What follows belongs to an exercise in optimizing a design on an open flow for small area; a production flow would make more cautious choices.
Function was checked by simulation only, so behaviour that the tests miss may differ from the original.
The flow treats the clock pin as an ideal source, which a real chip does not have.
Power figures rest on the tool's default switching activity, not on a simulated workload.

v6:
Design jtag_txn_seq, start of the top module:
module jtag_txn_seq #(
    parameter integer MAX_POLLS = 200
) (
    input  wire        clk,
    input  wire        rst,
    input  wire        req_valid,
    output wire        req_ready,
    input  wire [3:0]  req_cmd,
    input  wire [31:0] req_addr,
    input  wire [31:0] req_wdata,
    output wire        rsp_valid,
    input  wire        rsp_ready,
    output wire [2:0]  rsp_status,
    output wire [1:0]  rsp_kind,
    output wire [31:0] rsp_rdata,
    output wire [31:0] rsp_idcode,
    output wire        rsp_dev_found,
    output wire [7:0]  rsp_dev_desc,
    output wire [7:0]  rsp_tp_err,
    output wire        port_suspect,
    input  wire        port_resync,
    output wire [31:0] seq_status,
    output wire [31:0] dbg_poll_count,
    output wire        tp_cmd_valid,
    input  wire        tp_cmd_ready,
    output reg  [1:0]  tp_cmd_op,
    output reg  [5:0]  tp_cmd_width,
    output reg  [31:0] tp_cmd_bits,
    input  wire        tp_rsp_valid,
    input  wire        tp_rsp_ok,
    input  wire [31:0] tp_rsp_bits,
    input  wire [7:0]  tp_rsp_err,
    output wire [10:0] cat_mfg_id,
    output wire [15:0] cat_part_id,
    input  wire        cat_found,
    input  wire [7:0]  cat_desc
);
Size: about 660 cells after synthesis, ~350 I/O pins, ~4900 um2 of cells after synthesis.
export LEC_CHECK = 0
export ABC_AREA = 1
export CAP_MARGIN = 0
export CORE_MARGIN = 2
export CORE_UTILIZATION = 40
export CTS_BUF_LIST = sky130_fd_sc_hd__clkbuf_8
export PLACE_DENSITY = 0.6
export SLEW_MARGIN = 0
create_clock -name core_clock -period 10.0 [get_ports {clk}]
standard.sh (not shown) runs the stock make flow with config.mk's settings and CLKGATE_MAP_FILE= SYNTH_SCRIPT=/design/flow/synth_recipe.tcl, a recipe that flattens the netlist after the stock synthesis.
==> flow/flow/run.sh <==
#!/bin/bash
# Standard layout, with the port buffers made from the smallest buffer cell.
set -euo pipefail
export BUFFER_PORTS_ARGS="-buffer_cell sky130_fd_sc_hd__buf_1"
export SKIP_REPAIR_TIE_FANOUT=1
bash standard.sh > standard.log 2>&1
v6 completed every stage of the flow, and the final layout passed the timing, design-rule and antenna checks.
## Diff of input files: v7 against v6
- CAP_MARGIN changed from 0 to 20
- SLEW_MARGIN changed from 0 to 20
==> flow/flow/run.sh <==
#!/bin/bash
# Standard layout with two changes:
#  * synthesis is the standard script, with an area-oriented ABC script
#    (flow/abc_area.script) in place of ORFS's abc_area.script;
#  * the port buffers are made from the smallest buffer cell, and constant
#    outputs share one tie cell.
set -euo pipefail
export BUFFER_PORTS_ARGS="-buffer_cell sky130_fd_sc_hd__buf_1"
export SKIP_REPAIR_TIE_FANOUT=1
rm -rf scripts_abc
cp -r "$FLOW_HOME/scripts" scripts_abc
cp flow/abc_area.script scripts_abc/abc_area.script
SCRIPTS_DIR="$PWD/scripts_abc" bash standard.sh synth > synth.log 2>&1
bash standard.sh > standard.log 2>&1
==> flow/flow/abc_area.script (new file) <==
strash
&get -n
&st
&dc2
&dch -f
&nf -a -R 1000
&st
&dc2
&dch -f
&nf -a -R 1000
&st
&dc2
&dch -f
&nf -a -R 1000
&put
topo
==> comparison <==
- | worst setup slack after placement | v7 vs v6 | worse |
- Number of cells in the design after placement (higher): v6
- Cell area (higher): v6
- There was hardly any difference in fraction of area in multi-input gates between v7 and v6.
- Register-to-register slack deteriorates in v7 relative to v6.
- Of v7 and v6, it is v7 that has the higher amount of wire on met3 after detailed routing.
- v7 against v6: clock skew shows no meaningful change, area growth from synthesis to final layout shows an increase of 2.7 points, depth of the worst register-to-register path shows a reduction of 1, total number of cells along the worst setup path shows a reduction of 1.
- Of the two values seen for beginning of the critical path, phase[2] was produced by v7 and phase[0] by v6.

---

the reference run:
jtag_txn_seq, a different RTL version from the one above (not shown whole).
For scale: roughly 74 flip-flops, about 350 I/O pins, ~0.0043 sq mm of cells after synthesis.
clock: 10.0 ns
lec_check: 0
abc_area: 1
cap_margin: 20
core_margin: 2
core_utilization: 40
cts_buf_list: sky130_fd_sc_hd__clkbuf_8
place_density: 0.6
slew_margin: 20
==> flow/flow/run.sh <==
#!/bin/bash
# Standard layout with these changes:
#  * synthesis is the standard script without the fixed adder cells, with
#    an area-oriented ABC script
#    (flow/abc_area.script) in place of ORFS's abc_area.script;
#  * the port buffers are made from the smallest buffer cell, and constant
#    outputs share one tie cell;
#  * the clock tree has no dummy balancing loads, and lightly loaded leaf
#    buffers are downsized (flow/clkresize.tcl).
set -euo pipefail
export BUFFER_PORTS_ARGS="-buffer_cell sky130_fd_sc_hd__buf_1"
export SKIP_REPAIR_TIE_FANOUT=1
export CTS_ARGS="-sink_clustering_enable -repair_clock_nets -dont_use_dummy_load -buf_list sky130_fd_sc_hd__clkbuf_8"
rm -rf scripts_abc
cp -r "$FLOW_HOME/scripts" scripts_abc
cp flow/abc_area.script scripts_abc/abc_area.script
# no fixed adder cells: ABC maps the adders with the rest of the logic
ADDER_MAP_FILE= SCRIPTS_DIR="$PWD/scripts_abc" bash standard.sh synth > synth.log 2>&1
bash standard.sh cts > cts.log 2>&1
RESULTS="$PWD/orfs/results/sky130hd/jtag_txn_seq/base" SLEW_MAX=0.115 \
  openroad -no_init -exit flow/clkresize.tcl > clkresize.log 2>&1
bash standard.sh > standard.log 2>&1
==> flow/flow/abc_area.script <==
strash
&get -n
&deepsyn -J 100
&dch -f
&nf -a -R 1000
&put
strash
&get -n
&deepsyn -J 100
&dch -f
&nf -a -R 1000
&put
topo
Other scripts of this flow, unchanged in this note and not shown: flow/flow/clkresize.tcl
The reference run ran to completion and came out clean on the timing, design-rule and antenna checks.
Here is what was changed in the inputs of the trial run compared with the reference run.
Settings: PLACE_DENSITY now 0.8, was 0.6.
==> flow/flow/abc_area.script <==
strash
&get -n
&deepsyn -J 100
&dch -f
&nf -a -R 1000
&put
topo
--- outcome ---
- Re switching share of total power: the trial run is 0.65 points down on the reference run.
- Every run (the reference run and the trial run) finished clean.
- [the trial run vs the reference run] portion of total power attributed to combinational logic: lower in the trial run
- Power per cell area in the trial run is 1.8% below the reference run.
- The starting density of the core was comparable across the reference run and the trial run.
- Against the reference run, the trial run comes in 0.048 ns lower on final worst setup slack.
- Re total number of vias: the trial run is 21 down on the reference run.
- Die area: the reference run vs the trial run — no meaningful difference
- Between the trial run and the reference run, the compound-gate portion of the synthesized area figures differ only marginally.
- Row total length of routed wires: the trial run lower / the reference run higher

---

jtag_txn_seq, a different RTL version from the one above (not shown whole).
For scale: roughly 490 cells after synthesis, ~350 I/O pins.
clock: 10.0 ns
lec_check: 0
abc_area: 1
cap_margin: 20
core_margin: 2
core_utilization: 40
cts_buf_list: sky130_fd_sc_hd__clkbuf_8
place_density: 0.6
slew_margin: 20
==> flow/flow/run.sh <==
#!/bin/bash
# Standard layout with these changes:
#  * synthesis is the standard script, with an area-oriented ABC script
#    (flow/abc_area.script) in place of ORFS's abc_area.script;
#  * the port buffers are made from the smallest buffer cell, and constant
#    outputs share one tie cell;
#  * the clock tree has no dummy balancing loads, and lightly loaded leaf
#    buffers are downsized (flow/clkresize.tcl).
set -euo pipefail
export BUFFER_PORTS_ARGS="-buffer_cell sky130_fd_sc_hd__buf_1"
export SKIP_REPAIR_TIE_FANOUT=1
export CTS_ARGS="-sink_clustering_enable -repair_clock_nets -dont_use_dummy_load -buf_list sky130_fd_sc_hd__clkbuf_8"
rm -rf scripts_abc
cp -r "$FLOW_HOME/scripts" scripts_abc
cp flow/abc_area.script scripts_abc/abc_area.script
SCRIPTS_DIR="$PWD/scripts_abc" bash standard.sh synth > synth.log 2>&1
bash standard.sh cts > cts.log 2>&1
RESULTS="$PWD/orfs/results/sky130hd/jtag_txn_seq/base" SLEW_MAX=0.115 \
  openroad -no_init -exit flow/clkresize.tcl > clkresize.log 2>&1
bash standard.sh > standard.log 2>&1
==> flow/flow/clkresize.tcl <==
set R $::env(RESULTS)
set P $::env(FLOW_HOME)/platforms/sky130hd
read_lef $P/lef/sky130_fd_sc_hd.tlef
read_lef $P/lef/sky130_fd_sc_hd_merged.lef
read_liberty $P/lib/sky130_fd_sc_hd__tt_025C_1v80.lib
read_db $R/4_cts.odb
read_sdc $R/4_cts.sdc
source $P/setRC.tcl
set_propagated_clock [all_clocks]
estimate_parasitics -placement
set slew_max $::env(SLEW_MAX)

proc clk_slew {} {
  set w 0
  foreach p [get_pins -hierarchical */CLK] {
    set s [get_property $p slew_max]
    if {$s > $w} { set w $s }
  }
  return $w
}

# leaves first (buffers that drive only flip-flop clock pins), then the rest
set leaves {}
set others {}
foreach inst [get_cells -filter "ref_name==sky130_fd_sc_hd__clkbuf_8"] {
  set net [get_nets -of_objects [get_pins -of_objects $inst -filter "direction==output"]]
  set leaf 1
  foreach p [get_pins -of_objects $net -filter "direction==input"] {
    if {![string match */CLK [get_full_name $p]]} { set leaf 0 }
  }
  if {$leaf} { lappend leaves $inst } else { lappend others $inst }
}
foreach inst [concat $leaves $others] {
  replace_cell $inst sky130_fd_sc_hd__clkbuf_4
  estimate_parasitics -placement
  set s [clk_slew]
  if {$s > $slew_max} {
    replace_cell $inst sky130_fd_sc_hd__clkbuf_8
    estimate_parasitics -placement
    puts "keep [get_full_name $inst] clkbuf_8 (worst clock slew [format %.3f $s] with clkbuf_4)"
  } else {
    puts "downsize [get_full_name $inst] to clkbuf_4 (worst clock slew [format %.3f $s])"
  }
}
puts "worst clock slew [format %.3f [clk_slew]]"
write_db $R/4_cts.odb
Other scripts of this flow, unchanged in this note and not shown: flow/flow/abc_area.script
Change:
==> flow/flow/run.sh (replaced) <==
#!/bin/bash
# Standard layout with two changes:
#  * synthesis is the standard script, with an area-oriented ABC script
#    (flow/abc_area.script) in place of ORFS's abc_area.script;
#  * the port buffers are made from the smallest buffer cell, and constant
#    outputs share one tie cell.
set -euo pipefail
export BUFFER_PORTS_ARGS="-buffer_cell sky130_fd_sc_hd__buf_1"
export SKIP_REPAIR_TIE_FANOUT=1
# clock tree without dummy balancing loads
export CTS_ARGS="-sink_clustering_enable -repair_clock_nets -dont_use_dummy_load -buf_list sky130_fd_sc_hd__clkbuf_8"
rm -rf scripts_abc
cp -r "$FLOW_HOME/scripts" scripts_abc
cp flow/abc_area.script scripts_abc/abc_area.script
SCRIPTS_DIR="$PWD/scripts_abc" bash standard.sh synth > synth.log 2>&1
bash standard.sh > standard.log 2>&1
CORE_UTILIZATION = 65   (was 40)
PLACE_DENSITY = 0.8   (was 0.6)
removed: flow/flow/clkresize.tcl
Outcome: The new run stopped in I/O pin placement (3_2_place_iop). Synthesized cell count is unchanged. Area after synthesis stays the same.
Change:
CORE_UTILIZATION = 40   (was 65)
PLACE_DENSITY = 0.6   (was 0.8)
After rerunning:
- The new run completed without violations
- synthesized area stays the same
- synthesized cell count stays the same
Change:
==> flow/flow/run.sh (replaced) <==
#!/bin/bash
# Standard layout with these changes:
#  * synthesis is the standard script, with an area-oriented ABC script
#    (flow/abc_area.script) in place of ORFS's abc_area.script;
#  * the port buffers are made from the smallest buffer cell, and constant
#    outputs share one tie cell;
#  * the clock tree has no dummy balancing loads, and lightly loaded leaf
#    buffers are downsized (flow/clkresize.tcl).
set -euo pipefail
export BUFFER_PORTS_ARGS="-buffer_cell sky130_fd_sc_hd__buf_1"
export SKIP_REPAIR_TIE_FANOUT=1
export CTS_ARGS="-sink_clustering_enable -repair_clock_nets -dont_use_dummy_load -buf_list sky130_fd_sc_hd__clkbuf_8"
rm -rf scripts_abc
cp -r "$FLOW_HOME/scripts" scripts_abc
cp flow/abc_area.script scripts_abc/abc_area.script
SCRIPTS_DIR="$PWD/scripts_abc" bash standard.sh synth > synth.log 2>&1
bash standard.sh cts > cts.log 2>&1
RESULTS="$PWD/orfs/results/sky130hd/jtag_txn_seq/base" SLEW_MAX=0.11 \
  openroad -no_init -exit flow/clkresize.tcl > clkresize.log 2>&1
bash standard.sh > standard.log 2>&1
==> flow/flow/clkresize.tcl (new file) <==
set R $::env(RESULTS)
set P $::env(FLOW_HOME)/platforms/sky130hd
read_lef $P/lef/sky130_fd_sc_hd.tlef
read_lef $P/lef/sky130_fd_sc_hd_merged.lef
read_liberty $P/lib/sky130_fd_sc_hd__tt_025C_1v80.lib
read_db $R/4_cts.odb
read_sdc $R/4_cts.sdc
source $P/setRC.tcl
set_propagated_clock [all_clocks]
estimate_parasitics -placement
set slew_max $::env(SLEW_MAX)

proc clk_slew {} {
  set w 0
  foreach p [get_pins -hierarchical */CLK] {
    set s [get_property $p slew_max]
    if {$s > $w} { set w $s }
  }
  return $w
}

# leaves first (buffers that drive only flip-flop clock pins), then the rest
set leaves {}
set others {}
foreach inst [get_cells -filter "ref_name==sky130_fd_sc_hd__clkbuf_8"] {
  set net [get_nets -of_objects [get_pins -of_objects $inst -filter "direction==output"]]
  set leaf 1
  foreach p [get_pins -of_objects $net -filter "direction==input"] {
    if {![string match */CLK [get_full_name $p]]} { set leaf 0 }
  }
  if {$leaf} { lappend leaves $inst } else { lappend others $inst }
}
foreach inst [concat $leaves $others] {
  replace_cell $inst sky130_fd_sc_hd__clkbuf_4
  estimate_parasitics -placement
  set s [clk_slew]
  if {$s > $slew_max} {
    replace_cell $inst sky130_fd_sc_hd__clkbuf_8
    estimate_parasitics -placement
    puts "keep [get_full_name $inst] clkbuf_8 (worst clock slew [format %.3f $s] with clkbuf_4)"
  } else {
    puts "downsize [get_full_name $inst] to clkbuf_4 (worst clock slew [format %.3f $s])"
  }
}
puts "worst clock slew [format %.3f [clk_slew]]"
write_db $R/4_cts.odb
After rerunning: Count of clock-buffer cells in the layout stays the same; final area decreases slightly; total power decreases slightly; utilization decreases by 0.35 points.

static timing again, ports no longer ideal:
How much do the figures lean on ideal ports? The routed layouts below were timed once more, with nothing changed but the port constraints.
Step 1, drivers: a clkbuf_16 drives clk and a buf_2 each remaining input, both assumed.
Step 2, shift: input delay + t, output delay - t, t = (earliest + latest rising clock arrival at the registers) / 2. This alone moves slack from input paths to output paths.
Three values: no drivers, after step 1, after step 2; two values: the first two.
| run | t, ns | setup WS [ns] | hold slack, ns | worst setup path after step 2 | clock arrival spread, ns |
|---|---|---|---|---|---|
| v6 | 0.398 | 5.409 / 5.376 / 5.482 | 0.512 / 0.512 / 0.512 | input to output | 0.012 / 0.011 |
| v7 | 0.371 | 5.351 / 5.318 / 5.435 | 0.480 / 0.480 / 0.480 | input to output | 0.012 / 0.012 |
| the reference run | 0.428 | 4.874 / 4.841 / 5.270 | 0.486 / 0.486 / 0.486 | register to output | 0.035 / 0.035 |
| the trial run | 0.417 | 4.826 / 4.792 / 5.210 | 0.471 / 0.471 / 0.471 | register to output | 0.023 / 0.023 |
| the first run of note 3 | 0.440 | 5.553 / 5.532 / 5.532 | 0.477 / 0.477 / 0.477 | input to output | 0.029 / 0.029 |
| the third run of note 3 | 0.371 | 5.554 / 5.533 / 5.533 | 0.476 / 0.476 / 0.476 | input to output | 0.023 / 0.022 |
| the fourth run of note 3 | 0.433 | 5.554 / 5.532 / 5.532 | 0.477 / 0.477 / 0.477 | input to output | 0.025 / 0.026 |
After both steps every run listed still meets setup and hold. For the fourth run of note 3, which loses most, drivers alone change the setup slack by -0.022 ns; drivers and shift together by -0.022 ns.
